This is an optimization exercise on Yosys and OpenROAD, whose aim is small area, a short achievable clock period and few clock cycles, not a production implementation.
Function was checked by simulation only, so behaviour that the tests miss may differ from the original.
In every run shown here, the design's own scripts or RTL, not TritonCTS, make the clock network.
No driver is modelled on the clock port, so clock power and skew are understated where the tree is cut down; a real chip needs a root buffer or a tree.
No activity file was given, so power comes from the tool's default toggle rates.

## flow/design.v

```verilog
module lidar_framer (
    input  wire         clk,
    input  wire         rst,
    input  wire         cancel,
    input  wire         in_valid,
    input  wire [7:0]   in_data,
    output reg          in_ready,
    output reg          out_valid,
    input  wire         out_ready,
    output wire [339:0] out_rec,
    output reg          err_valid,
    output wire [1:0]   err_code,
    output reg          drop_pulse
);
    reg  [7:0]   d_q;
    reg          v_q;
    reg          in_frame;      
    reg  [5:0]   idx;           
    reg          have_prev;     
    reg          prev_54;       
    reg  [5:0]   dw;            
    reg  [7:0]   sum_lo;
    reg  [5:0]   sum_hi;
    reg          sum_c;
    reg          lo_ok;
    reg  [335:0] sr;
    reg          sh_q;          
    reg          clr_q;         
    wire active   = !rst && !cancel;
    wire consume  = v_q;
    wire take     = active && in_valid && in_ready;
    localparam [5:0] I2  = 6'b000001, I41 = 6'b110111, I42 = 6'b101110,
                     I44 = 6'b111011, I45 = 6'b110110, I46 = 6'b101100;
    wire [5:0] idx_nx = {idx[4:0], idx[5] ^ idx[4]};
    wire is_c0    = (idx == I45);
    wire is_c1    = (idx == I46);
    wire is_sum   = !is_c0 && !is_c1;
    wire is_data  = is_sum && (idx != I42);
    wire f_consume = consume && in_frame;
    wire s_consume = consume && !in_frame;
    wire hdr       = s_consume && have_prev && prev_54 && (d_q == 8'h2C);
    wire new_drop  = s_consume && have_prev && !hdr;
    localparam [5:0] D44 = 6'b000001, D0 = 6'b101100, DM = 6'b011001;
    wire [5:0] dw_nx = {dw[4:0], dw[5] ^ dw[4]};
    wire dw_max    = (dw == DM);
    wire dw_zero   = (dw == D0);
    wire fire_drop = in_frame ? (f_consume && !is_c1 && dw_zero)
                              : (s_consume && dw_max);
    wire done      = f_consume && is_c1;
    wire cks_ok    = lo_ok && (d_q[7:6] == 2'b00) && (sum_hi == d_q[5:0]);
    wire [8:0] lo_add = {1'b0, sum_lo} + {1'b0, d_q};
    wire v_n        = take;
    wire in_frame_n = hdr || (in_frame && !done);
    wire ov_n       = !rst && ((done && cks_ok && !cancel) || (out_valid && !out_ready));
    wire may_frame  = hdr || (in_frame && !done) ||
                      (s_consume ? (!hdr && d_q == 8'h54) : (have_prev && !done && prev_54));
    wire data_n     = hdr || (f_consume ? (idx != I41 && idx != I44 && idx != I45) : is_data);
    always @(posedge clk) begin
        d_q      <= in_data;
        v_q      <= v_n;
        in_ready <= rst || !(may_frame && ((done && cks_ok) || (out_valid && !out_ready)));
        clr_q    <= !active;
        sh_q     <= v_n && !clr_q && in_frame_n && data_n;
    end
    always @(posedge clk) begin
        if (clr_q) begin
            in_frame  <= 1'b0;
            have_prev <= 1'b0;
            dw        <= D44;
        end else begin
            if (hdr)
                in_frame <= 1'b1;
            else if (done)
                in_frame <= 1'b0;
            if (s_consume)
                have_prev <= !hdr;
            else if (done)
                have_prev <= 1'b0;
            if (done)
                dw <= D44;
            else if (hdr)
                dw <= dw_max ? D0 : dw;
            else if ((new_drop && !dw_max) || (f_consume && !dw_zero))
                dw <= dw_nx;
        end
        if (s_consume)
            prev_54 <= (d_q == 8'h54);
        if (hdr)
            idx <= I2;
        else if (f_consume)
            idx <= idx_nx;
    end
    always @(posedge clk) begin
        if (hdr) begin
            sum_lo <= 8'h80;             
            sum_hi <= 6'd0;
            sum_c  <= 1'b0;
        end else begin
            sum_hi <= sum_hi + {5'd0, sum_c};
            sum_c  <= 1'b0;
            if (f_consume && is_sum) begin
                sum_lo <= lo_add[7:0];
                sum_c  <= lo_add[8];
            end
        end
        if (f_consume && is_c0)
            lo_ok <= (sum_lo == d_q);
    end
    always @(posedge clk) begin
        if (sh_q)
            sr <= {sr[327:0], d_q};
    end
    always @(posedge clk) begin
        if (rst) begin
            out_valid  <= 1'b0;
            err_valid  <= 1'b0;
            drop_pulse <= 1'b0;
        end else begin
            out_valid  <= ov_n;
            err_valid  <= !cancel && done && !cks_ok;
            drop_pulse <= !cancel && fire_drop;
        end
    end
    assign err_code = {err_valid, err_valid};
    assign out_rec[15:0]  = {sr[8*(43-3) +: 8], sr[8*(43-2) +: 8]};
    assign out_rec[31:16] = {sr[8*(43-5) +: 8], sr[8*(43-4) +: 8]};
    assign out_rec[47:32] = {sr[7:0], sr[15:8]};
    assign out_rec[51:48] = 4'd12;
    genvar p;
    generate
        for (p = 0; p < 12; p = p + 1) begin : g_pt
            assign out_rec[52+24*p +: 16] = {sr[8*(43-(7+3*p)) +: 8], sr[8*(43-(6+3*p)) +: 8]};
            assign out_rec[68+24*p +: 8]  = sr[8*(43-(8+3*p)) +: 8];
        end
    endgenerate
endmodule
```

## flow/flow/run.sh

```bash
#!/bin/bash
# Standard ORFS layout with the smallest buffer on every port, clock tree
# clusters from CTS (clkbuf_16 only, larger clusters, no dummy loads), and the
# tree above the clusters rebuilt by flow/clock_tree.tcl: the clock port
# drives four group inverters, each driving the leaf inverters of a quadrant;
# paths left behind the output paths are then repaired (see clock_tree.tcl).
set -euo pipefail
# Synthesis: plain logic for abc instead of the half/full adder cells.
export ADDER_MAP_FILE=
export BUFFER_PORTS_ARGS="-buffer_cell sky130_fd_sc_hd__buf_1"
export CTS_ARGS="-sink_clustering_enable -repair_clock_nets -dont_use_dummy_load -sink_clustering_size 25 -sink_clustering_max_diameter 100 -buf_list sky130_fd_sc_hd__clkbuf_16"
export POST_CTS_TCL="$(pwd)/flow/clock_tree.tcl"
bash standard.sh > standard.log 2>&1
```

## flow/flow/clock_tree.tcl

```tcl
# Clock tree rework, run at the end of ORFS's CTS step (POST_CTS_TCL).
#
# CTS clusters the registers and gives each cluster a leaf buffer
# (clkbuf_leaf_*); those clusters are kept. The levels above them are
# rebuilt: the clock port drives NGX*NGY group cells directly (the limit is 4
# cell pins), each placed at the centre of one group of leaves (groups from
# sorting the leaves by x, then by y) and driving that group. Group cells and
# leaf cells are inverters, so every register sees the clock through two
# inversions, i.e. with its own polarity, and through one fewer stage.

proc out_iterm { inst } {
  foreach it [$inst getITerms] {
    if {[$it isOutputSignal]} { return $it }
  }
  return NULL
}

proc rework_clock_tree { ngx ngy group_cell leaf_cell } {
  set db [ord::get_db]
  set block [ord::get_db_block]
  set port_net [[$block findBTerm clk] getNet]
  set leaves {}
  set upper {}
  foreach inst [$block getInsts] {
    set n [$inst getName]
    if {[string match clkbuf_leaf_* $n]} {
      lappend leaves $inst
    } elseif {[string match clkbuf_*_clk $n] || [string match clkbuf_*__f_clk $n]} {
      lappend upper $inst
    }
  }
  # drop the levels above the leaves
  set nets {}
  foreach inst $upper {
    set onet [[out_iterm $inst] getNet]
    if {$onet ne "NULL" && [lsearch $nets $onet] < 0} { lappend nets $onet }
  }
  foreach inst $upper { odb::dbInst_destroy $inst }
  foreach inst $leaves { [$inst findITerm A] disconnect }
  foreach net $nets { odb::dbNet_destroy $net }
  foreach it [$port_net getITerms] {
    error "clock_tree: clk still drives [[$it getInst] getName]"
  }
  # leaves become inverters, same place and nets
  set lmaster [$db findMaster $leaf_cell]
  set pts {}
  foreach old $leaves {
    set n [$old getName]
    set x [[out_iterm $old] getNet]
    set loc [$old getLocation]
    odb::dbInst_destroy $old
    set inst [odb::dbInst_create $block $lmaster $n]
    $inst setLocation [lindex $loc 0] [lindex $loc 1]
    $inst setPlacementStatus PLACED
    [out_iterm $inst] connect $x
    set bb [$inst getBBox]
    lappend pts [list [expr {([$bb xMin] + [$bb xMax]) / 2}] [expr {([$bb yMin] + [$bb yMax]) / 2}] $inst]
  }
  # group the leaves
  set n [llength $pts]
  set pts [lsort -integer -index 0 $pts]
  set groups {}
  for {set i 0} {$i < $ngx} {incr i} {
    set col [lsort -integer -index 1 [lrange $pts [expr {$i * $n / $ngx}] [expr {($i + 1) * $n / $ngx - 1}]]]
    set m [llength $col]
    for {set j 0} {$j < $ngy} {incr j} {
      lappend groups [lrange $col [expr {$j * $m / $ngy}] [expr {($j + 1) * $m / $ngy - 1}]]
    }
  }
  set gmaster [$db findMaster $group_cell]
  set k 0
  foreach g $groups {
    if {[llength $g] == 0} { continue }
    set cx 0; set cy 0
    foreach p $g { incr cx [lindex $p 0]; incr cy [lindex $p 1] }
    set cx [expr {$cx / [llength $g]}]
    set cy [expr {$cy / [llength $g]}]
    set inst [odb::dbInst_create $block $gmaster "clkbuf_grp_$k"]
    $inst setLocation [expr {$cx - [$gmaster getWidth] / 2}] [expr {$cy - [$gmaster getHeight] / 2}]
    $inst setPlacementStatus PLACED
    set net [odb::dbNet_create $block "clknet_grp_$k"]
    $net setSigType CLOCK
    [$inst findITerm A] connect $port_net
    [out_iterm $inst] connect $net
    foreach p $g { [[lindex $p 2] findITerm A] connect $net }
    incr k
  }
  puts "clock_tree: [llength $leaves] leaves in $k groups, [llength $upper] upper buffers removed"
}

rework_clock_tree 2 2 sky130_fd_sc_hd__inv_12 sky130_fd_sc_hd__inv_12
detailed_placement
estimate_parasitics -placement
report_clock_skew

# With the faster tree the output paths set the period. Repair the paths that
# are behind them (in practice the shift enable's buffer tree, which nothing
# repaired while it met the 10 ns clock easily), aiming a little short of the
# output paths' slack so that these are left alone.
set out_path [lindex [find_timing_paths -path_delay max -to [all_outputs]] 0]
set out_slack [get_property $out_path slack]
set margin [expr {$out_slack - 0.03}]
puts "clock_tree: worst output slack $out_slack, repair_timing -setup_margin $margin"
repair_timing -setup -setup_margin $margin -verbose
detailed_placement
check_placement -verbose
estimate_parasitics -placement
report_checks -path_delay max -format end -group_path_count 5
```

## flow/standard.sh

```bash
#!/bin/bash
# synth_recipe.tcl (not shown) runs the flow's synth.tcl, then flattens the netlist and writes it again
# the make line also repeats each setting of config.mk as NAME=value (left out here)
make -C /OpenROAD-flow-scripts/flow DESIGN_CONFIG=/design/flow/config.mk WORK_HOME=/design/flow/orfs CLKGATE_MAP_FILE= SYNTH_SCRIPT=/design/flow/synth_recipe.tcl "${@:-finish}"
```

## flow/config.mk

```make
export PLATFORM = sky130hd
export DESIGN_NAME = lidar_framer
export DESIGN_NICKNAME = lidar_framer
export VERILOG_FILES = /design/flow/design.v
export SDC_FILE = /design/flow/constraint.sdc
export NUM_CORES = 4
export LEC_CHECK = 0
export ABC_AREA = 1
export CAP_MARGIN = 20
export CORE_MARGIN = 2
export CORE_UTILIZATION = 55
export PLACE_DENSITY = 0.7
export SLEW_MARGIN = 20
```

## flow/constraint.sdc

```tcl
create_clock -name core_clock -period 10.0 [get_ports {clk}]
set_input_delay 2.0000 -clock core_clock [delete_from_list [all_inputs] [get_ports {clk}]]
set_output_delay 2.0000 -clock core_clock [all_outputs]
set_load 0.01 [all_outputs]
```

==> reports/results.txt, run 1 <==
Status - finished clean
Initial Util - 56.5%
Commonest non-fill, non-tap cell in the layout - buf_1
Finished Cell Area - 14,400 um2
Flop and latch count out of synthesis - 382
ANT cells - 0
Endpoint type of the worst setup path - output pin
Setup violations, final - 0
PortBufs - 354
Max VDD drop - 119 uV
Crit share post-route - 27.6%
Critical Path, Cell by Cell - buf_1
Max_slew headroom - 30.0%
Crit path arrival time - 760 ps
Sum Neg Setup Slack - 0 ps
Worst-margin pin slew - 1050 ps
Avg WL per Cell - 18.1 um
Kind of critical path - flip-flop to output pin
Post-DP HPWL - 17,000 um
RR Startpoint - sh_q$_DFF_P_
Worst hold path startpoint - sr[78]$_DFFE_PP_
CTS Sinks - 382
Seq/Total Area, Yosys - 89.0%
Final Skew - 52.2 ps
Most frequent cells in the layout - buf_1 (354), edfxtp_1 (338), nand2_1 (83)
Final ANT Viol Nets - 0
Std-Cell Core Area - 22,000 um2
Die width - 154 um
Slowest CP cell - edfxtp_1
Max incr delay on CP - 380 ps
1st-iter DRT viols - 500
MaxCap Viol Count - 0
LEAKAGE - 4.70 nW
Tmin final - 2760 ps
Distinct cells, synth - 35
Layout Nets - 1,054
RSZ-0062 raised after global routing - no
Post-Place Cell Area - 14,000 um2
Final wirelength - 23,900 um
Max Clk Rate - 362 MHz
Fin. max-slew vios - 0
Worst hold path type - flip-flop to flip-flop
Vias per cell - 5.11
Cell area after synthesis - 12,400 um2
GRT Resource Usage Total - 19.5%
Worst path bufs/invs - 1
PD cells - 165 nW/um2
Syn avg cell area - 18.4 um2
Crit. Startpoint - sr[149]$_DFFE_PP_
Row Count - 54
Share of cells above drive strength 1 - 4.14%
Reg clk slew, reported paths - 90 ps
Crit path max fanout - 2
Pin count of the biggest net entering global routing - 196
Startpoint Class - flip-flop
1st-pass router iterations - 5
Total gr overflow - 0
Io pins - 359
Vias in the first global route - 6,234
Filler cells - 1,559
GPL Wtd Cong - 0.824
Die Footprint - 23,800 um2
CP delay by family, top - flip-flops
Mapped Cells - 672
Yosys warning total - 1
Die Y-Extent - 154 um
Initial antenna violation count - 0
Crit path required time - 8000 ps
Residual DRC count - 0
First-pass GRT wire length - 35,800 um
Worst-Skew Late Latency - 160 ps
Routed via count - 6,739
Area growth, synth to finish - 15.8%
Fin. Hold Viols - 0
## area by class of cell
cell class | instances | area (um2) | area share, %
inverters | 71 | 517 | 3.60
multi-input cells | 230 | 1100 | 7.66
repair buffers | 356 | 1360 | 9.45
well taps | 280 | 350 | 2.44
flip-flops and latches | 382 | 11000 | 76.9
## kinds of logic after synthesis
group / synth area share (%)
compound gates: 1.91
xor+xnor: 0.565
simple gates: 6.28
flops: 89.0
other cells: 0.0606
buf+inv: 2.22
## per-stage QoR
step | instances | utilization [%] | total power [mW] | hold slack (ps) | setup slack [ps]
floorplan | 674 | - | 1.76 | 411 | 1630
global placement | 1299 | 63.9 | 1.76 | 427 | 7240
detailed placement | 1299 | 63.9 | 1.76 | 430 | 7150
global route | 1319 | 65.4 | 2.44 | 419 | 7200
finish | 1319 | 65.4 | 2.36 | 408 | 7240
## path summary, 6_finish.rpt
path                       end  slack [ps]  cells after the start
max               out_rec[209]        7240                      1
min reg2reg   sr[86]$_DFFE_PP_         410                      0
max reg2reg  sr[277]$_DFFE_PP_        7760                      1
min           sr[86]$_DFFE_PP_         410                      0
## Yosys cell counts
library cell / count / area (um2)
a211oi_1: 1 / 7.51
a21oi_1: 19 / 95.1
a21oi_2: 1 / 8.76
a31oi_1: 1 / 6.26
and2_1: 1 / 6.26
and3_1: 1 / 6.26
buf_2: 1 / 5.00
buf_4: 7 / 52.6
buf_6: 2 / 22.5
clkbuf_1: 1 / 3.75
conb_1: 2 / 7.51
dfxtp_1: 44 / 881
edfxtp_1: 338 / 10100
inv_1: 44 / 165
inv_2: 7 / 26.3
nand2_1: 83 / 312
nand2_2: 4 / 25.0
nand3_1: 23 / 115
nand3b_1: 4 / 30.0
nand4_1: 9 / 56.3
nand4_2: 1 / 12.5
nor2_1: 36 / 135
nor2_2: 5 / 31.3
nor2_4: 1 / 11.3
nor3_1: 5 / 25.0
nor4_1: 1 / 6.26
o21a_1: 2 / 15.0
o21ai_0: 14 / 70.1
o21ai_1: 2 / 10.0
o21ai_2: 1 / 8.76
o22ai_1: 1 / 6.26
o311ai_0: 1 / 8.76
or2_1: 1 / 6.26
xnor2_1: 1 / 8.76
xor2_1: 7 / 61.3
## power breakdown
part	switching [mW]	internal, mW	leakage [nW]
Sequential	0.00391	1.71	3.40
Combinational	0.00972	0.00528	1.15
Clock	0.522	0.111	0.146
Total	0.536	1.83	4.70
## sequential cells by signal, indices dropped and copies added (netlist names)
name        flops
sr            336
d_q             8
sum_lo          8
dw              6
idx             6
sum_hi          6
clr_q           1
drop_pulse      1
err_valid       1
have_prev       1
in_frame        1
in_ready        1
lo_ok           1
out_valid       1
prev_54         1
sh_q            1
sum_c           1
v_q             1
## metal layers
layer	global-route usage (%)	part of all wire [%]
met4	6.19	2.4
met3	3.92	7.4
met5	0	0
met2	33.3	51
met1	25.5	40
Testbench counts, summed over its fixed seeds: cycles 15,519.
==> run 2, diff against run 1 <==
--- a/flow/config.mk
+++ b/flow/config.mk
@@ -5,7 +5,6 @@
 export SDC_FILE = /design/flow/constraint.sdc
 export NUM_CORES = 4
 export LEC_CHECK = 0
-export ABC_AREA = 1
 export CAP_MARGIN = 20
 export CORE_MARGIN = 2
 export CORE_UTILIZATION = 55
==> reports/results.txt, run 2 <==
Status - finished clean
Syn avg cell area - 20.7 um2 (+12%)
Filler cells - 1,609 (+3.2%)
Max reg flops - 336 (unchanged)
MaxCap Viol Count - 0 (unchanged)
Initial antenna violation count - 0 (unchanged)
Cell area after synthesis - 12,300 um2 (-0.95%)
Initial Util - 56.1% (-0.36 points)
Tmin final - 2790 ps (+30.2 ps)
Total gr overflow - 0 (unchanged)
Slowest CP cell - edfxtp_1
Crit path max fanout - 2 (unchanged)
Routing usage on met1 - 25.1% (-0.39 points)
Vias per cell - 5.17 (+1.1%)
Distinct cells, synth - 45 (+29%)
Reg clk slew, reported paths - 100 ps (about the same)
Hold Path Cell Cnt - 0 (unchanged)
Io pins - 359 (unchanged)
Fin. max-slew vios - 0 (unchanged)
Synth Flop Type - edfxtp_1
Final wirelength - 24,000 um (about the same)
NetSw - 0.532 mW (-0.68%)
Max Clk Rate - 358 MHz (-1.1%)
Top cells by area, synth - edfxtp_1 (83%), dfxtp_1 (7.2%), xnor2_1 (1.1%)
Met2 Use GR - 32.2% (-1.1 points)
PD cells - 166 nW/um2 (+0.80%)
Die Footprint - 23,500 um2 (-0.93%)
Worst-margin pin slew - 1160 ps (+113 ps)
Layout Nets - 967 (-8.3%)
Mapped Cells - 593 (-12%)
Most frequent cell after synthesis - edfxtp_1
Synth area leader - edfxtp_1
Row Count - 54 (unchanged)
Routed via count - 6,364 (-5.6%)
Synth async-reset ratio - 0% (unchanged)
Final Skew - 46.6 ps (-5.56 ps)
Most frequent cells in the layout - buf_1 (354), edfxtp_1 (338), dfxtp_1 (43)
Final ANT Viol Nets - 0 (unchanged)
Fin. Hold Viols - 0 (unchanged)
LEAKAGE - 4.30 nW (-8.4%)
Share of the synthesized area in the top cell type - 82.6% (+0.78 points)
Std-Cell Core Area - 21,900 um2 (-0.31%)
FF+latch area - 11,000 um2 (unchanged)
Max_slew headroom - 22.4% (-7.6 points)
RSZ-0062 raised after global routing - no
First-pass GRT wire length - 34,900 um (-2.6%)
Crit share post-route - 27.9% (+0.30 points)
Die width - 153 um (-0.46%)
Die Y-Extent - 153 um (-0.46%)
GPL Wtd Cong - 0.787 (-4.5%)
Int Power - 1.83 mW (about the same)
Share of cells above drive strength 1 - 3.05% (-1.1 points)
Residual DRC count - 0 (unchanged)
Placed insts - 1,212 (-6.7%)
Endpoint type of the worst setup path - output pin
Switch share - 22.6% (-0.12 points)
Post-DP HPWL - 16,900 um (-0.91%)
Area taken by multi-input logic gates - 1140 um2 (+3.9%)
Commonest non-fill, non-tap cell in the layout - buf_1
Yosys warning total - 1 (unchanged)
Startpoint Class - flip-flop
Max incr delay on CP - 450 ps (+70 ps)
Flop and latch count out of synthesis - 382 (unchanged)
Vias in the first global route - 5,890 (-5.5%)
Worst path bufs/invs - 1 (unchanged)
Pin count of the biggest net entering global routing - 199 (+1.5%)
Top flop regs - sr: 336 flops, d_q: 8 flops, sum_lo: 8 flops
Crit path arrival time - 790 ps (+30 ps)
Clk pwr share - 26.8% (about the same)
Util after Layout - 65.0% (-0.43 points)
Area growth, synth to finish - 15.8% (about the same)
Flop pwr share - 72.8% (+0.3 points)
Stages on worst setup path - 1 (unchanged)
Grt met3 use - 6.10% (+2.2 points)
Kind of critical path - flip-flop to output pin
Number of synthesized flops with an enable pin - 338 (unchanged)
Worst hold path type - flip-flop to flip-flop
Worst-Skew Late Latency - 150 ps (about the same)
Seq/Total Area, Yosys - 89.8% (+0.85 points)
Max VDD drop - 160 uV (+35%)
CTS Sinks - 382 (unchanged)
PortBufs - 354 (unchanged)
Avg WL per Cell - 19.4 um (+7.2%)
GRT busiest layer - met2
CP delay by family, top - flip-flops
GRT Resource Usage Total - 19.2% (-0.27 points)
Crit path required time - 8000 ps (about the same)
Reg with most FFs - sr
1st-iter DRT viols - 523 (+4.6%)
Finished Layout Cells - 1,232 (-6.6%)
Critical Path, Cell by Cell - buf_1
Sum Neg Setup Slack - 0 ps (unchanged)
Pre-CTS setup slack - 7100 ps (-50.8 ps)
Setup violations, final - 0 (unchanged)
Comb power frac - 0.4% (-0.2 points)
Worst R2R Path Depth - 6 (+5)
Post-Place Cell Area - 13,900 um2 (-1.0%)
Finished Cell Area - 14,200 um2 (-0.96%)
1st-pass router iterations - 4 (-1)
ANT cells - 0 (unchanged)
Setup ws final - 7210 ps (-30.2 ps)
Post-synth top cells - edfxtp_1 (338), dfxtp_1 (44), nand2_1 (32)
-- run 2: changes by cell type in the layout (fill, tap and decap cells not counted), moves of 5 or more --
cell / previous run / this run
nand3_1: 23 / 6
nand2_1: 83 / 32
nand4_1: 9 / 3
nor2b_1: 0 / 5
nor2_1: 36 / 24
xnor2_1: 1 / 15
inv_1: 44 / 3
or3_1: 0 / 8
inv_2: 7 / 0
-- run 2: worst paths after layout --
check                                      start                      to  slack [ps]
worst min register to register  sr[55]$_DFFE_PP_        sr[63]$_DFFE_PP_         390
worst min-delay path            sr[55]$_DFFE_PP_        sr[63]$_DFFE_PP_         390
worst max-delay path            sr[62]$_DFFE_PP_            out_rec[298]        7210
worst max register to register    d_q[5]$_DFF_P_  sum_lo[7]$_SDFFE_PP1N_        7460
-- run 2: routing by layer --
metal | vias to the layer above | part of all wire, %
li1 | 2954 | -
met1 | 3128 | 40
met2 | 251 | 50
met3 | 31 | 8.5
met4 | 0 | 2.1
met5 | - | 0
-- run 2: layout make-up --
type | instances | share of cell area (%)
Timing Repair Buffer | 356 | 9.54
Multi-Input combinational cell | 191 | 8.03
Sequential cell | 382 | 77.6
Tap cell | 280 | 2.46
Inverter | 23 | 2.37
-- run 2: power groups by stage --
stage / Clock, mW / Combinational (mW) / Sequential [mW]
5_1_grt: 0.712 / 0.0110 / 1.72
3_5_place_dp: 0 / 0.00968 / 1.75
2_1_floorplan: 0 / 0.0111 / 1.75
6_report: 0.633 / 0.00967 / 1.72
3_3_place_gp: 0 / 0.00922 / 1.75
-- run 2: worst register-to-register path: cells and delay by family (launching register included) --
family / cells / cell delay, ps
AO/OA/AOI/OAI: 3 / 610
flip-flops: 1 / 560
AND/OR/NAND/NOR: 3 / 1340
-- run 2: kinds of logic (layout without fill, tap and decap cells) --
logic type,after synthesis,after routing,share of synthesized area (%)
other,2,4,0.0612
multiplexers,4,4,0.336
adder cells (fa/ha/maj),3,3,0.265
XOR/XNOR,25,25,1.78
flip-flops,382,382,89.8
AO/OA/AOI/OAI,46,46,2.22
buffers and inverters,22,379,1.01
AND/OR/NAND/NOR,109,109,4.50
-- run 2: metrics by stage --
step           hold WS [ps]  power, mW
5_1_grt                 391       2.44
6_report                393       2.36
3_5_place_dp            431       1.76
3_3_place_gp            428       1.76
2_1_floorplan           403       1.76
==> run 3, diff against run 2 <==
--- a/flow/config.mk
+++ b/flow/config.mk
@@ -5,6 +5,7 @@
 export SDC_FILE = /design/flow/constraint.sdc
 export NUM_CORES = 4
 export LEC_CHECK = 0
+export ABC_CLOCK_PERIOD_IN_PS = 4000
 export CAP_MARGIN = 20
 export CORE_MARGIN = 2
 export CORE_UTILIZATION = 55
==> reports/results.txt, run 3 <==
Worst-Skew Late Latency - 150 ps (about the same)
Max reg flops - 336 (unchanged)
Std-Cell Core Area - 21,900 um2 (unchanged)
Max_slew headroom - 22.4% (unchanged)
Crit. Startpoint - sr[62]$_DFFE_PP_
R2R Path End - sum_lo[7]$_SDFFE_PP1N_
Fin. max-slew vios - 0 (unchanged)
Critical Path, Cell by Cell - buf_1
Share of the synthesized area in the top cell type - 82.6% (unchanged)
Max incr delay on CP - 450 ps (about the same)
Fin. Hold Viols - 0 (unchanged)
FF+latch area - 11,000 um2 (unchanged)
Routed via count - 6,364 (unchanged)
Area taken by multi-input logic gates - 1140 um2 (unchanged)
Pre-CTS setup slack - 7100 ps (unchanged)
Io pins - 359 (unchanged)
Top cells by area, synth - edfxtp_1 (83%), dfxtp_1 (7.2%), xnor2_1 (1.1%)
Setup violations, final - 0 (unchanged)
Startpoint Class - flip-flop
RR Startpoint - d_q[5]$_DFF_P_
Worst R2R Path Depth - 6 (unchanged)
Worst path bufs/invs - 1 (unchanged)
Worst hold path type - flip-flop to flip-flop
ANT cells - 0 (unchanged)
GPL Wtd Cong - 0.787 (unchanged)
Kind of critical path - flip-flop to output pin
CP delay by family, top - flip-flops
Status - finished clean
Most frequent cell after synthesis - edfxtp_1
Most frequent cells in the layout - buf_1 (354), edfxtp_1 (338), dfxtp_1 (43)
Hold Path Cell Cnt - 0 (unchanged)
Area growth, synth to finish - 15.8% (unchanged)
Post-DP HPWL - 16,900 um (unchanged)
Initial antenna violation count - 0 (unchanged)
Die Y-Extent - 153 um (unchanged)
Synth Flop Type - edfxtp_1
PD cells - 166 nW/um2 (unchanged)
Mapped Cells - 593 (unchanged)
Share of cells above drive strength 1 - 3.05% (unchanged)
Syn avg cell area - 20.7 um2 (unchanged)
R2R setup slack - 7460 ps (about the same)
Synth async-reset ratio - 0% (unchanged)
Row Count - 54 (unchanged)
Seq/Total Area, Yosys - 89.8% (unchanged)
Flop and latch count out of synthesis - 382 (unchanged)
Cell area after synthesis - 12,300 um2 (unchanged)
Final wirelength - 24,000 um (unchanged)
Layout Nets - 967 (unchanged)
Setup ws final - 7210 ps (unchanged)
Filler cells - 1,609 (unchanged)
Slowest CP cell - edfxtp_1
Worst hold path startpoint - sr[55]$_DFFE_PP_
First-pass GRT wire length - 34,900 um (unchanged)
Crit path max fanout - 2 (unchanged)
RSZ-0062 raised after global routing - no
Final Skew - 46.6 ps (unchanged)
Crit share post-route - 27.9% (unchanged)
Commonest non-fill, non-tap cell in the layout - buf_1
Max Clk Rate - 358 MHz (unchanged)
Sum Neg Setup Slack - 0 ps (unchanged)
Final hold slack - 393 ps (unchanged)
Final ANT Viol Nets - 0 (unchanged)
1st-iter DRT viols - 523 (unchanged)
Post-synth top cells - edfxtp_1 (338), dfxtp_1 (44), nand2_1 (32)
Top flop regs - sr: 336 flops, d_q: 8 flops, sum_lo: 8 flops
Distinct cells, synth - 45 (unchanged)
Number of synthesized flops with an enable pin - 338 (unchanged)
GRT Resource Usage Total - 19.2% (unchanged)
Yosys warning total - 1 (unchanged)
Tmin final - 2790 ps (unchanged)
Worst Hold End - sr[63]$_DFFE_PP_
Residual DRC count - 0 (unchanged)
Die Footprint - 23,500 um2 (unchanged)
1st-pass router iterations - 4 (unchanged)
Worst-margin pin slew - 1160 ps (unchanged)
Reg with most FFs - sr
MaxCap Viol Count - 0 (unchanged)
Crit path arrival time - 790 ps (about the same)
Vias per cell - 5.17 (unchanged)
Synth area leader - edfxtp_1
Vias in the first global route - 5,890 (unchanged)
Max VDD drop - 160 uV (unchanged)
Endpoint type of the worst setup path - output pin
Total gr overflow - 0 (unchanged)
Die width - 153 um (unchanged)
PortBufs - 354 (unchanged)
Reg clk slew, reported paths - 100 ps (about the same)
LEAKAGE - 4.30 nW (unchanged)
Pin count of the biggest net entering global routing - 199 (unchanged)
Avg WL per Cell - 19.4 um (unchanged)
CTS Sinks - 382 (unchanged)
Initial Util - 56.1% (unchanged)
Crit path required time - 8000 ps (about the same)
==> run 3: how the worst max path moves through the flow <==
| stage | end | slack, ps | cells after the start |
|---|---|---|---|
| finish | out_rec[298] | 7210 | 1 |
| global route | sum_lo[7]$_SDFFE_PP1N_ | 7120 | 6 |
| detailed placement | err_valid$_SDFF_PP0_ | 7100 | 4 |
| global placement | err_valid$_SDFF_PP0_ | 7130 | 4 |
| floorplan | sr[0]$_DFFE_PP_ | 1630 | 0 |
==> run 3: cells by family after synthesis <==
group	count (synthesis)	synth area share, %
other	2	0.0612
buffers and inverters	22	1.01
XOR/XNOR	25	1.78
AND/OR/NAND/NOR	109	4.50
adder cells (fa/ha/maj)	3	0.265
multiplexers	4	0.336
flip-flops	382	89.8
AO/OA/AOI/OAI	46	2.22
==> run 3: area by class of cell <==
class	count	share of cell area, %
sequential	382	77.6
timing repair buffer	356	9.54
multi-input combinational	191	8.03
tap	280	2.46
inverter	23	2.37
==> run 3: power by group <==
part	total, mW	internal [mW]	switching, mW
logic	0.00967	0.00505	0.00463
clock network	0.633	0.111	0.521
registers	1.72	1.71	0.00585
total	2.36	1.83	0.532
==> run 3: through the flow <==
step           cells  utilization (%)  cell area [um2]  total power [mW]
3_5_place_dp    1212             63.4            13900              1.76
6_report        1232             65.0            14200              2.36
5_1_grt         1232             65.0            14200              2.44
2_1_floorplan    595                -            12300              1.76
3_3_place_gp    1212             63.4            13900              1.76
==> run 3: per-layer routing <==
| metal | GRT usage [%] | vias up | routed length [um] |
|---|---|---|---|
| met3 | 6.10 | 31 | 2030 |
| met1 | 25.1 | 3128 | 9490 |
| met5 | 0 | - | 0 |
| met2 | 32.2 | 251 | 11900 |
| li1 | - | 2954 | - |
| met4 | 4.15 | 0 | 495 |
==> run 4, diff against run 3 <==
--- a/flow/config.mk
+++ b/flow/config.mk
@@ -8,6 +8,6 @@
 export ABC_CLOCK_PERIOD_IN_PS = 4000
 export CAP_MARGIN = 20
 export CORE_MARGIN = 2
-export CORE_UTILIZATION = 55
-export PLACE_DENSITY = 0.7
+export CORE_UTILIZATION = 60
+export PLACE_DENSITY = 0.75
 export SLEW_MARGIN = 20
==> reports/results.txt, run 4 <==
Fin. max-slew vios - 0 (unchanged)
Setup ws final - 7210 ps (+2.52 ps)
Comb power frac - 0.4% (about the same)
Tmin final - 2790 ps (-2.52 ps)
Avg WL per Cell - 19.2 um (-1.1%)
Most frequent cells in the layout - buf_1 (354), edfxtp_1 (338), dfxtp_1 (43)
Initial Util - 60.9% (+4.8 points)
Die Y-Extent - 147 um (-4.1%)
ANT cells - 0 (unchanged)
Worst-Skew Late Latency - 150 ps (about the same)
Vias per cell - 5.24 (+1.5%)
1st-pass router iterations - 4 (unchanged)
Max Clk Rate - 358 MHz (about the same)
Vias in the first global route - 5,904 (+0.24%)
Max incr delay on CP - 460 ps (about the same)
Post-DP HPWL - 16,200 um (-4.3%)
GPL Wtd Cong - 0.788 (+0.18%)
Die width - 147 um (-4.1%)
Io pins - 359 (unchanged)
Pin count of the biggest net entering global routing - 92 (-54%)
Area growth, synth to finish - 15.9% (about the same)
Share of the synthesized area in the top cell type - 82.6% (unchanged)
Worst-margin pin slew - 975 ps (-188 ps)
Crit path max fanout - 2 (unchanged)
Max reg flops - 336 (unchanged)
PD cells - 165 nW/um2 (-0.37%)
Number of synthesized flops with an enable pin - 338 (unchanged)
PortBufs - 354 (unchanged)
Worst path bufs/invs - 1 (unchanged)
Filler cells - 1,334 (-17%)
Top flop regs - sr: 336 flops, d_q: 8 flops, sum_lo: 8 flops
Reg with most FFs - sr
Setup violations, final - 0 (unchanged)
Synth Flop Type - edfxtp_1
Routed via count - 6,418 (+0.85%)
MaxCap Viol Count - 0 (unchanged)
Kind of critical path - flip-flop to output pin
Mapped Cells - 593 (unchanged)
Syn avg cell area - 20.7 um2 (unchanged)
Critical Path, Cell by Cell - buf_1
Pre-CTS setup slack - 6640 ps (-462 ps)
Crit share post-route - 27.9% (about the same)
First-pass GRT wire length - 34,800 um (-0.26%)
Synth async-reset ratio - 0% (unchanged)
Flop pwr share - 72.9% (about the same)
R2R setup slack - 7490 ps (+30 ps)
CP delay by family, top - flip-flops
RSZ-0062 raised after global routing - no
Yosys warning total - 1 (unchanged)
Stages on worst setup path - 1 (unchanged)
NetSw - 0.526 mW (-1.2%)
Crit path arrival time - 790 ps (about the same)
1st-iter DRT viols - 535 (+2.3%)
Seq/Total Area, Yosys - 89.8% (unchanged)
Slowest CP cell - edfxtp_1
Most frequent cell after synthesis - edfxtp_1
LEAKAGE - 4.31 nW (+0.30%)
Worst hold path type - flip-flop to flip-flop
Worst R2R Path Depth - 7 (+1)
Int Power - 1.83 mW (about the same)
Max_slew headroom - 34.9% (+12 points)
Post-synth top cells - edfxtp_1 (338), dfxtp_1 (44), nand2_1 (32)
Crit. Startpoint - sr[262]$_DFFE_PP_
Crit path to - out_rec[98]
CTS Sinks - 382 (unchanged)
Sum Neg Setup Slack - 0 ps (unchanged)
Initial antenna violation count - 0 (unchanged)
GRT Resource Usage Total - 21.0% (+1.8 points)
Hold Path Cell Cnt - 0 (unchanged)
Tot Pwr - 2.35 mW (-0.27%)
Clk pwr share - 26.7% (about the same)
Final wirelength - 23,500 um (-1.7%)
Top cells by area, synth - edfxtp_1 (83%), dfxtp_1 (7.2%), xnor2_1 (1.1%)
Startpoint Class - flip-flop
Synth area leader - edfxtp_1
Share of cells above drive strength 1 - 3.25% (+0.20 points)
Flop and latch count out of synthesis - 382 (unchanged)
Die Footprint - 21,600 um2 (-8.1%)
Max VDD drop - 201 uV (+26%)
Row Count - 52 (-3.7%)
RR Startpoint - d_q[5]$_DFF_P_
Fin. Hold Viols - 0 (unchanged)
Crit path required time - 8000 ps (about the same)
Distinct cells, synth - 45 (unchanged)
Commonest non-fill, non-tap cell in the layout - buf_1
Cell area after synthesis - 12,300 um2 (unchanged)
Total gr overflow - 0 (unchanged)
Layout Nets - 969 (+0.21%)
Final ANT Viol Nets - 0 (unchanged)
Std-Cell Core Area - 20,200 um2 (-7.9%)
Switch share - 22.4% (-0.20 points)
Final Skew - 44.6 ps (-2.05 ps)
Reg clk slew, reported paths - 90 ps (about the same)
Endpoint type of the worst setup path - output pin
R2R Path End - sum_lo[6]$_SDFFE_PP0N_
Residual DRC count - 0 (unchanged)
Status - finished clean
==> run 4: cell type report <==
cell class / instances / area, um2 / area share, %
well taps: 270 / 338 / 2.37
inverters: 23 / 337 / 2.36
flip-flops and latches: 382 / 11000 / 77.5
multi-input cells: 191 / 1140 / 8.03
repair buffers: 358 / 1380 / 9.71
==> run 4: worst min-delay path by stage <==
| stage | slack [ps] | to | startpoint |
|---|---|---|---|
| final | 390 | sr[83]$_DFFE_PP_ | sr[75]$_DFFE_PP_ |
| after global routing | 400 | sr[83]$_DFFE_PP_ | sr[75]$_DFFE_PP_ |
| after detailed placement | 430 | sr[63]$_DFFE_PP_ | sr[55]$_DFFE_PP_ |
| after global placement | 430 | sr[235]$_DFFE_PP_ | sr[227]$_DFFE_PP_ |
| after floorplan | 400 | sr[5]$_DFFE_PP_ | d_q[5]$_DFF_P_ |
==> run 4: metrics by stage <==
stage               instances  hold WS, ps  instance area (um2)  util, %
floorplan                 595          403                12300        -
global placement         1203          428                13900     68.8
detailed placement       1203          430                13900     68.8
global route             1224          404                14200     70.6
finish                   1224          392                14200     70.6
==> run 4: kinds of logic (layout without fill, tap and decap cells) <==
| kind of cell | after synthesis | count (layout) | share of synthesized area, % |
|---|---|---|---|
| AND/OR/NAND/NOR | 109 | 109 | 4.50 |
| flip-flops | 382 | 382 | 89.8 |
| adder cells (fa/ha/maj) | 3 | 3 | 0.265 |
| AO/OA/AOI/OAI | 46 | 46 | 2.22 |
| buffers and inverters | 22 | 381 | 1.01 |
| multiplexers | 4 | 4 | 0.336 |
| other | 2 | 4 | 0.0612 |
| XOR/XNOR | 25 | 25 | 1.78 |
==> run 4: per-layer routing <==
metal  part of all wire (%)  vias to the layer above  wire length [um]  global-route usage, %
li1                       -                     2960                 -                      -
met3                    8.0                       33              1890                   4.10
met4                    2.2                        0               510                   5.53
met2                     51                      297             12000                   35.9
met5                      0                        -                 0                      0
met1                     39                     3128              9140                   28.3
==> run 4: power groups by stage <==
| stage | Combinational, mW | Clock [mW] | Sequential (mW) |
|---|---|---|---|
| finish | 0.00973 | 0.627 | 1.71 |
| global route | 0.0111 | 0.702 | 1.72 |
| detailed placement | 0.00960 | 0 | 1.75 |
| global placement | 0.00931 | 0 | 1.75 |
| floorplan | 0.0111 | 0 | 1.75 |
==> run 5, diff against run 4 <==
--- a/flow/config.mk
+++ b/flow/config.mk
@@ -8,6 +8,6 @@
 export ABC_CLOCK_PERIOD_IN_PS = 4000
 export CAP_MARGIN = 20
 export CORE_MARGIN = 2
-export CORE_UTILIZATION = 60
-export PLACE_DENSITY = 0.75
+export CORE_UTILIZATION = 50
+export PLACE_DENSITY = 0.65
 export SLEW_MARGIN = 20
==> reports/results.txt, run 5 <==
Mapped Cells - 593 (unchanged)
Most frequent cells in the layout - buf_1 (354), edfxtp_1 (338), dfxtp_1 (43)
Synth Area in Adders - 0.265% (unchanged)
Vias in the first global route - 5,971 (+1.1%)
Largest family of logic cells by synthesized area - simple AND/OR/NAND/NOR gates
Setup violations, final - 0 (unchanged)
Vias per cell - 5.05 (-3.7%)
Crit share post-route - 27.8% (-0.11 points)
Max_slew headroom - 21.8% (-13 points)
Final wirelength - 23,400 um (-0.41%)
Synth async-reset ratio - 0% (unchanged)
Post-synthesis xor/xnor area fraction - 1.78% (unchanged)
Most frequent cell after synthesis - edfxtp_1
ANT cells - 0 (unchanged)
Max reg flops - 336 (unchanged)
Stages on worst setup path - 1 (unchanged)
R2R setup slack - 7440 ps (-50 ps)
Top cells by area, synth - edfxtp_1 (83%), dfxtp_1 (7.2%), xnor2_1 (1.1%)
MaxCap Viol Count - 0 (unchanged)
Io pins - 359 (unchanged)
Total gr overflow - 0 (unchanged)
Switch share - 22.5% (+0.11 points)
R2R Path End - sum_lo[6]$_SDFFE_PP0N_
Reg clk slew, reported paths - 90 ps (about the same)
Residual DRC count - 0 (unchanged)
Post-synthesis compound-gate area fraction - 2.22% (unchanged)
Sum Neg Setup Slack - 0 ps (unchanged)
Fin. max-slew vios - 0 (unchanged)
Worst-margin pin slew - 1170 ps (+198 ps)
1st-pass router iterations - 4 (unchanged)
Layout Nets - 967 (-0.21%)
RR Startpoint - d_q[2]$_DFF_P_
Worst path bufs/invs - 1 (unchanged)
Die Y-Extent - 161 um (+9.3%)
Int Power - 1.83 mW (about the same)
PD cells - 165 nW/um2 (-0.14%)
GPL Wtd Cong - 0.772 (-2.0%)
Wl on met1 - 9520 um (+4.1%)
Std-Cell Core Area - 24,200 um2 (+20%)
Met3 wire length - 1940 um (+2.5%)
Commonest non-fill, non-tap cell in the layout - buf_1
Simple-Gate Fraction of Synth Area - 4.50% (unchanged)
Slowest CP cell - edfxtp_1
Crit path max fanout - 2 (unchanged)
Area growth, synth to finish - 16.2%
Number of synthesized flops with an enable pin - 338 (unchanged)
Crit path arrival time - 780 ps (about the same)
Finished Cell Area - 14,300 um2 (+0.29%)
Distinct cells, synth - 45 (unchanged)
Kind of critical path - flip-flop to output pin
Share of cells above drive strength 1 - 3.05% (-0.20 points)
Worst R2R Path Depth - 6 (-1)
Top flop regs - sr: 336 flops, d_q: 8 flops, sum_lo: 8 flops
Pre-CTS setup slack - 7290 ps (+653 ps)
PortBufs - 354 (unchanged)
Fin. Hold Viols - 0 (unchanged)
Share of the synthesized area in the top cell type - 82.6% (unchanged)
Crit path to - out_rec[67]
Synth area leader - edfxtp_1
Yosys warning total - 1 (unchanged)
Worst-Skew Late Latency - 150 ps (about the same)
Startpoint Class - flip-flop
GRT Resource Usage Total - 17.4% (-3.7 points)
Post-DP HPWL - 16,100 um (-0.58%)
Post-synthesis mux area share - 0.336% (unchanged)
Die Footprint - 25,800 um2 (+19%)
Flop pwr share - 72.8% (about the same)
Avg WL per Cell - 18.4 um (-4.5%)
Tmin final - 2780 ps (-10.9 ps)
Top Metal Used - met4
Comb power frac - 0.4% (about the same)
Syn avg cell area - 20.7 um2 (unchanged)
Setup ws final - 7220 ps (+10.9 ps)
Met2 routed wirelength - 11,400 um (-4.6%)
Initial antenna violation count - 0 (unchanged)
NetSw - 0.529 mW (+0.63%)
Critical Path, Cell by Cell - buf_1
LEAKAGE - 4.30 nW (-0.30%)
Max VDD drop - 103 uV (-49%)
Endpoint type of the worst setup path - output pin
Final Skew - 44.4 ps (-0.198 ps)
Synth Flop Type - edfxtp_1
Seq/Total Area, Yosys - 89.8% (unchanged)
First-pass GRT wire length - 34,700 um (-0.26%)
CP delay by family, top - flip-flops
Max incr delay on CP - 470 ps (about the same)
Row Count - 57 (+9.6%)
1st-iter DRT viols - 618 (+16%)
Worst hold path type - flip-flop to flip-flop
Clk pwr share - 26.7% (about the same)
RSZ-0062 raised after global routing - no
Initial Util - 50.6% (-10 points)
Post-synth top cells - edfxtp_1 (338), dfxtp_1 (44), nand2_1 (32)
Crit. Startpoint - sr[295]$_DFFE_PP_
Final ANT Viol Nets - 0 (unchanged)
Status - finished clean
Pin count of the biggest net entering global routing - 196 (+110%)
Post-Place Cell Area - 13,900 um2 (+0.52%)
Routed via count - 6,445 (+0.42%)
Die width - 161 um (+9.3%)
CTS Sinks - 382 (unchanged)
Max Clk Rate - 360 MHz (+0.39%)
Cell area after synthesis - 12,300 um2 (unchanged)
Flop and latch count out of synthesis - 382 (unchanged)
Crit path required time - 8000 ps (about the same)
Reg with most FFs - sr
-- run 5: cell count changes in the layout (fill, tap and decap cells not counted) --
cell	change
buf_6	-3
buf_4	+1
-- run 5: kinds of logic (layout without fill, tap and decap cells) --
logic type,after synthesis,count (layout)
buffers and inverters,22,379
adder cells (fa/ha/maj),3,3
other,2,4
AND/OR/NAND/NOR,109,109
flip-flops,382,382
AO/OA/AOI/OAI,46,46
XOR/XNOR,25,25
multiplexers,4,4
-- run 5: worst min path at each step --
stage	start	to	slack (ps)	depth (start not counted)
finish	sr[34]$_DFFE_PP_	sr[42]$_DFFE_PP_	400	0
global placement	sr[298]$_DFFE_PP_	sr[306]$_DFFE_PP_	430	0
detailed placement	sr[19]$_DFFE_PP_	sr[27]$_DFFE_PP_	430	0
global route	sr[51]$_DFFE_PP_	sr[59]$_DFFE_PP_	400	0
floorplan	d_q[5]$_DFF_P_	sr[5]$_DFFE_PP_	400	0
-- run 5: cell type report --
type | count | area (um2)
Multi-Input combinational cell | 191 | 1140
Inverter | 23 | 337
Tap cell | 324 | 405
Sequential cell | 382 | 11000
Fill cell | 1917 | 9970
Timing Repair Buffer | 356 | 1360
-- run 5: metal layers --
metal / GRT usage [%] / vias up
met2: 28.6 / 286
li1: - / 2954
met5: 0 / -
met1: 23.5 / 3164
met4: 4.71 / 0
met3: 4.13 / 41
-- run 5: power groups by stage --
stage          Sequential [mW]  Combinational, mW  Clock (mW)
2_1_floorplan             1.75             0.0111           0
3_3_place_gp              1.75            0.00931           0
3_5_place_dp              1.75            0.00963           0
5_1_grt                   1.72             0.0110       0.707
6_report                  1.72            0.00968       0.630
-- run 5: per-stage QoR --
step | total power, mW | utilization, % | cells | hold slack, ps
floorplan | 1.76 | - | 595 | 403
global placement | 1.76 | 57.5 | 1256 | 430
detailed placement | 1.76 | 57.5 | 1256 | 429
global route | 2.43 | 58.9 | 1276 | 404
finish | 2.35 | 58.9 | 1276 | 398

## afterwards: timing with drivers on the ports
How much do the figures lean on ideal ports? The routed layouts below were timed once more, with nothing changed but the port constraints.
Step 1, drivers: a clkbuf_16 drives clk and a buf_2 each remaining input, both assumed.
Step 2 times the ports against the registers' clock, not the clock port: input delays grow and output delays shrink by t, the midpoint of the rising clock arrivals with the driver on.
Slacks: ideal / step 1 / step 2; pairs: ideal / step 1.
run	t (ns)	setup slack, ns	worst setup path at the end
run 1	0.311	7.238 / 7.063 / 7.159	input to register
run 2	0.305	7.208 / 7.033 / 7.141	input to register
run 3	0.305	7.208 / 7.033 / 7.141	input to register
run 4	0.297	7.210 / 7.043 / 7.293	input to register
run 5	0.308	7.221 / 7.043 / 7.300	input to register
After both steps every run listed still meets setup and hold. The setup slack of run 1, which loses most, moves by -0.175 ns with the drivers and by -0.079 ns with both steps.
